From an optimization exercise on the open Yosys and OpenROAD flow, aimed at small area, a short achievable clock period and few clock cycles per item; shortcuts taken in it are not production practice.
RTL that was checked went through simulation tests only; none was proved equivalent to the original.
No activity file was given, so power comes from the tool's default toggle rates.

==> flow/design.v <==
module varint_unit (
  input             clk,
  input             rst,
  input             cmd_valid,
  output            cmd_ready,
  input      [7:0]  cmd_op,
  input      [63:0] cmd_arg,
  output            snk_valid,
  output     [7:0]  snk_data,
  input             snk_ready,
  input      [1:0]  snk_resp,
  output            src_req,
  input             src_ready,
  input      [7:0]  src_data,
  input      [1:0]  src_resp,
  output            rsp_valid,
  output     [3:0]  rsp_status,
  output     [63:0] rsp_res,
  output     [79:0] rsp_buf
);
  genvar g;
  integer i;
  reg        rdy;       
  reg        pv;        
  reg        cls_e, cls_d, cls_b, cls_c;    
  reg [63:0] val;       
  reg        ex_e;      
  reg        ex_d;      
  reg        ex_i;      
  reg [7:0]  sd;        
  reg [3:0]  k;         
  reg        rv;        
  reg [2:0]  rst_st;    
  reg        rdec;      
  reg [3:0]  cnt;       
  reg [8:0]  rcont;     
  assign cmd_ready  = rdy;
  assign snk_valid  = ex_e;
  assign snk_data   = sd;
  assign src_req    = ex_d;
  assign rsp_valid  = rv;
  assign rsp_status = {1'b0, rst_st};
  assign rsp_res    = {val[63:4] & {60{rdec}}, rdec ? val[3:0] : cnt};
  generate
    for (g = 0; g < 9; g = g + 1) begin : g_buf
      assign rsp_buf[8*g +: 7] = val[7*g +: 7];
      assign rsp_buf[8*g + 7]  = rcont[g];
    end
  endgenerate
  assign rsp_buf[79:72] = {7'd0, val[63]};
  wire c_e = (cmd_op == 8'h00);
  wire c_b = (cmd_op == 8'h01);
  wire c_c = (cmd_op == 8'h02);
  wire c_d = (cmd_op == 8'h10);
  wire acc = cmd_valid & rdy;
  wire e_err  = snk_resp != 2'd0;
  wire e_step = ex_e & snk_ready;
  wire e_adv  = e_step & ~e_err & sd[7];           
  wire e_fin  = e_step & (e_err | ~sd[7]);
  wire d_err  = src_resp != 2'd0;
  wire d_pull = ex_d & src_ready;
  wire d_last = (k == 4'd9);
  wire d_fin  = d_pull & (d_err | ~src_data[7] | d_last);
  wire fin    = e_fin | d_fin | ex_i;
  wire exfree = fin | ~(ex_e | ex_d | ex_i);
  wire st_pend = exfree & pv;
  wire st_cmd  = exfree & ~pv & acc;
  wire s_e     = pv ? cls_e : c_e;
  wire s_d     = pv ? cls_d : c_d;
  wire s_b     = pv ? cls_b : c_b;
  wire [63:0] s_arg = pv ? val : cmd_arg;
  wire start_e = (st_pend | st_cmd) & s_e;
  wire start_d = (st_pend | st_cmd) & s_d;
  wire start_i = (st_pend | st_cmd) & ~s_e & ~s_d;
  wire s_more   = |s_arg[63:7];     
  wire val_more = |val[63:14];      
  wire [9:0] nz;
  generate
    for (g = 0; g < 9; g = g + 1) begin : g_nz
      assign nz[g] = |val[7*g +: 7];
    end
  endgenerate
  assign nz[9] = val[63];
  wire [3:0] vlen = nz[9] ? 4'd10 : nz[8] ? 4'd9 : nz[7] ? 4'd8 : nz[6] ? 4'd7 :
                    nz[5] ? 4'd6  : nz[4] ? 4'd5 : nz[3] ? 4'd4 : nz[2] ? 4'd3 :
                    nz[1] ? 4'd2  : 4'd1;
  wire [8:0] vcont;
  generate
    for (g = 0; g < 9; g = g + 1) begin : g_cont
      assign vcont[g] = |val[63:7*g+7];
    end
  endgenerate
  wire pv_next   = (acc & ~exfree) | (pv & ~exfree);
  wire d_next    = exfree ? start_d : ex_d;
  wire more_next = exfree ? (start_e & s_more) : (ex_e & (e_adv ? val_more : sd[7]));
  always @(posedge clk) begin
    if (rst) begin
      rdy  <= 1'b1;
      pv   <= 1'b0;
      ex_e <= 1'b0;
      ex_d <= 1'b0;
      ex_i <= 1'b0;
      rv   <= 1'b0;
    end else begin
      rdy  <= ~pv_next & ~more_next & ~d_next & ~(start_i & s_b);
      pv   <= pv_next;
      if (exfree) begin
        ex_e <= start_e;
        ex_d <= start_d;
        ex_i <= start_i;
      end
      rv   <= fin;
    end
  end
  always @(posedge clk) begin
    if (exfree) k <= 4'd0;
    else if (e_adv | d_pull) k <= k + 4'd1;
  end
  always @(posedge clk) begin
    if (acc) begin
      cls_e <= c_e;
      cls_d <= c_d;
      cls_b <= c_b;
      cls_c <= c_c;
    end
  end
  always @(posedge clk) begin
    if (acc)
      val <= cmd_arg;
    else if (e_adv)
      val <= {7'd0, val[63:7]};
    else if (d_pull) begin
      for (i = 0; i < 9; i = i + 1)
        if (k == i)
          val[7*i +: 7] <= src_data[6:0];
        else if (k == 4'd0)
          val[7*i +: 7] <= 7'd0;
      val[63] <= d_last & src_data[0];
    end
  end
  always @(posedge clk) begin
    if (start_e)
      sd <= {s_more, s_arg[6:0]};
    else if (e_adv)
      sd <= {val_more, val[13:7]};
  end
  always @(posedge clk) begin
    if (e_fin)
      rst_st <= ~e_err ? 3'd0 : snk_resp[1] ? 3'd6 : 3'd1;
    else if (d_fin)
      rst_st <= d_err ? (src_resp[1] ? 3'd6 : 3'd1) : (src_data[7] ? 3'd2 : 3'd0);
    else if (ex_i)
      rst_st <= (cls_b | cls_c) ? 3'd0 : 3'd7;
  end
  always @(posedge clk) begin
    rdec <= d_fin;
    cnt  <= e_fin ? k + 4'd1 : vlen;
  end
  always @(posedge clk) begin
    rcont <= vcont;
  end
endmodule
==> flow/config.mk <==
export PLATFORM = sky130hd
export DESIGN_NAME = varint_unit
export DESIGN_NICKNAME = varint_unit
export VERILOG_FILES = /design/flow/design.v
export SDC_FILE = /design/flow/constraint.sdc
export NUM_CORES = 4
export LEC_CHECK = 0
export CAP_MARGIN = 20
export CORE_MARGIN = 2
export CORE_UTILIZATION = 45
export CTS_BUF_LIST = sky130_fd_sc_hd__clkbuf_8
export SETUP_SLACK_MARGIN = 2.5
export SLEW_MARGIN = 20
==> flow/constraint.sdc <==
create_clock -name core_clock -period 5.0 [get_ports {clk}]
set_input_delay 1.0000 -clock core_clock [delete_from_list [all_inputs] [get_ports {clk}]]
set_output_delay 1.0000 -clock core_clock [all_outputs]
set_load 0.01 [all_outputs]
standard.sh (not shown) runs the stock make flow with config.mk's settings and CLKGATE_MAP_FILE= SYNTH_SCRIPT=/design/flow/synth_recipe.tcl, a recipe that flattens the netlist after the stock synthesis.
==> flow/flow/run.sh <==
#!/bin/bash
# Standard synthesis and layout, with two changes:
#  - the combinational logic of the standard synthesis netlist is re-mapped
#    by ABC with a delay-driven script (flip-flops untouched), see remap.sh;
#  - the port buffers are the small, fast buf_1 (instead of the default pick,
#    a clkdlybuf4s50_1 delay cell).
set -euo pipefail
BUF="BUFFER_PORTS_ARGS=-buffer_cell sky130_fd_sc_hd__buf_1"
R=orfs/results/$FLOW_PLATFORM/varint_unit/base
bash standard.sh "$BUF" synth > 1_standard_synth.log 2>&1
cp $R/1_2_yosys.v 1_2_yosys.standard.v
export DONT_USE_CELLS="$(awk '/^export DONT_USE_CELLS/{f=1} f{print} f&&!/\\$/{exit}' $FLOW_HOME/platforms/$FLOW_PLATFORM/config.mk | grep -oE 'sky130_fd_sc_hd__[A-Za-z0-9_]+' | tr '\n' ' ')"
bash flow/remap.sh $PWD/1_2_yosys.standard.v $PWD/1_2_yosys.remap.v $PWD/flow/abc_delay.script > 2_remap.log 2>&1
cp 1_2_yosys.remap.v $R/1_2_yosys.v
rm -f $R/1_synth.odb $R/1_synth.sdc
bash standard.sh "$BUF" finish > 3_standard_finish.log 2>&1
==> flow/flow/abc_delay.script <==
strash
dch -f
map -D 1000
topo
buffer -p
upsize -D 1000
dnsize -D 1000
==> flow/flow/remap.sh <==
#!/bin/bash
# Re-map the combinational logic of the standard synthesis netlist with a
# delay-driven ABC script. Flip-flops (and their instance names and cell
# types) are left exactly as the standard synthesis made them.
# usage: remap.sh IN.v OUT.v ABC_SCRIPT
set -euo pipefail
in=$1; out=$2; scr=$3
LIB=$FLOW_HOME/platforms/sky130hd/lib/sky130_fd_sc_hd__tt_025C_1v80.lib
seq=$(grep -oE 'sky130_fd_sc_hd__[a-z0-9_]+' "$in" | sort -u | grep -E '__(e?s?df|dl|sdf|edf|conb)' | tr '\n' ' ')
dontuse=""
for c in $DONT_USE_CELLS; do dontuse="$dontuse -dont_use $c"; done
printf 'set_driving_cell sky130_fd_sc_hd__buf_1\nset_load 5\n' > remap_abc.constr
cat > remap.ys <<EOT
read_liberty -ignore_miss_func $LIB
blackbox $seq
read_verilog $in
hierarchy -top $FLOW_TOP
flatten
opt_clean
techmap
opt -fast
abc -script $scr -liberty $LIB $dontuse -constr remap_abc.constr
opt_clean -purge
hilomap -singleton -hicell sky130_fd_sc_hd__conb_1 HI -locell sky130_fd_sc_hd__conb_1 LO
splitnets
rename -hide w:*.*
opt_clean -purge
stat -liberty $LIB
write_verilog -noattr -noexpr -nohex -nodec $out
EOT
yosys -s remap.ys
Rerun with:
--- a/flow/design.v
+++ b/flow/design.v
@@ -28,22 +28,21 @@
   reg        ex_d;      
   reg        ex_i;      
   reg [7:0]  sd;        
   reg [3:0]  k;         
   reg        rv;        
   reg [2:0]  rst_st;    
-  reg        rdec;      
-  reg [3:0]  cnt;       
+  reg [63:0] res;       
   reg [8:0]  rcont;     
   assign cmd_ready  = rdy;
   assign snk_valid  = ex_e;
   assign snk_data   = sd;
   assign src_req    = ex_d;
   assign rsp_valid  = rv;
   assign rsp_status = {1'b0, rst_st};
-  assign rsp_res    = {val[63:4] & {60{rdec}}, rdec ? val[3:0] : cnt};
+  assign rsp_res    = res;
   generate
     for (g = 0; g < 9; g = g + 1) begin : g_buf
       assign rsp_buf[8*g +: 7] = val[7*g +: 7];
       assign rsp_buf[8*g + 7]  = rcont[g];
     end
   endgenerate
@@ -88,24 +87,23 @@
   generate
     for (g = 0; g < 9; g = g + 1) begin : g_cont
       assign vcont[g] = |val[63:7*g+7];
     end
   endgenerate
   wire pv_next   = (acc & ~exfree) | (pv & ~exfree);
-  wire d_next    = exfree ? start_d : ex_d;
   wire more_next = exfree ? (start_e & s_more) : (ex_e & (e_adv ? val_more : sd[7]));
   always @(posedge clk) begin
     if (rst) begin
       rdy  <= 1'b1;
       pv   <= 1'b0;
       ex_e <= 1'b0;
       ex_d <= 1'b0;
       ex_i <= 1'b0;
       rv   <= 1'b0;
     end else begin
-      rdy  <= ~pv_next & ~more_next & ~d_next & ~(start_i & s_b);
+      rdy  <= ~pv_next & ~more_next & ~(start_i & s_b);    
       pv   <= pv_next;
       if (exfree) begin
         ex_e <= start_e;
         ex_d <= start_d;
         ex_i <= start_i;
       end
@@ -126,20 +124,12 @@
   end
   always @(posedge clk) begin
     if (acc)
       val <= cmd_arg;
     else if (e_adv)
       val <= {7'd0, val[63:7]};
-    else if (d_pull) begin
-      for (i = 0; i < 9; i = i + 1)
-        if (k == i)
-          val[7*i +: 7] <= src_data[6:0];
-        else if (k == 4'd0)
-          val[7*i +: 7] <= 7'd0;
-      val[63] <= d_last & src_data[0];
-    end
   end
   always @(posedge clk) begin
     if (start_e)
       sd <= {s_more, s_arg[6:0]};
     else if (e_adv)
       sd <= {val_more, val[13:7]};
@@ -150,13 +140,23 @@
     else if (d_fin)
       rst_st <= d_err ? (src_resp[1] ? 3'd6 : 3'd1) : (src_data[7] ? 3'd2 : 3'd0);
     else if (ex_i)
       rst_st <= (cls_b | cls_c) ? 3'd0 : 3'd7;
   end
   always @(posedge clk) begin
-    rdec <= d_fin;
-    cnt  <= e_fin ? k + 4'd1 : vlen;
+    if (e_fin)
+      res <= {60'd0, k + 4'd1};
+    else if (ex_i)
+      res <= {60'd0, vlen};
+    else if (d_pull) begin
+      for (i = 0; i < 9; i = i + 1)
+        if (k == i)
+          res[7*i +: 7] <= src_data[6:0];
+        else if (k == 4'd0)
+          res[7*i +: 7] <= 7'd0;
+      res[63] <= d_last & src_data[0];
+    end
   end
   always @(posedge clk) begin
     rcont <= vcont;
   end
 endmodule
The changed run went through all stages and came out clean. Via count rose by a few percent. Routed wire length fell by a few percent. Worst setup slack improves by 0.15 ns. Core utilization fell by 1.4 points. Area after synthesis rose by about a fifth. Combinational power stays flat. Synthesized cell count rose by a few percent. Power rose by well over a third. Cell area rose by about a fifth. Cell count rose by a few percent.
Testbench counts after the change, summed over its fixed seeds: cycles 19,478, items 4,800.
No functional check of the RTL was part of the first run of this note.

-- afterwards: timing with drivers on the ports --
The results above use ideal ports. As a check the final layouts listed here were re-extracted and re-timed, cells and wires unchanged. Step 1 (the two cells are an assumption about what drives the block):
set clk [get_ports {clk}]
set_driving_cell -lib_cell sky130_fd_sc_hd__clkbuf_16 $clk
set_driving_cell -lib_cell sky130_fd_sc_hd__buf_2 [delete_from_list [all_inputs] $clk]
Step 2 adds t to the input delays and takes it off the output delays; t is the mean of the earliest and latest rising clock arrival at the registers after step 1. Input paths then give back, and output paths get back, about the clock's delay inside the block. Three values: ideal ports, drivers, drivers and shift; two values: the first two.
run | t, ns | setup slack, ns | worst register clock-pin slew, ns
the first run | 0.418 | 2.554 / 2.553 / 2.148 | 0.10 / 0.10
the second run | 0.484 | 2.700 / 2.663 / 2.244 | 0.09 / 0.09
After both steps setup and hold are still met in every run listed. The setup slack of the second run, which loses most, moves by -0.037 ns with the drivers and by -0.456 ns with both steps.
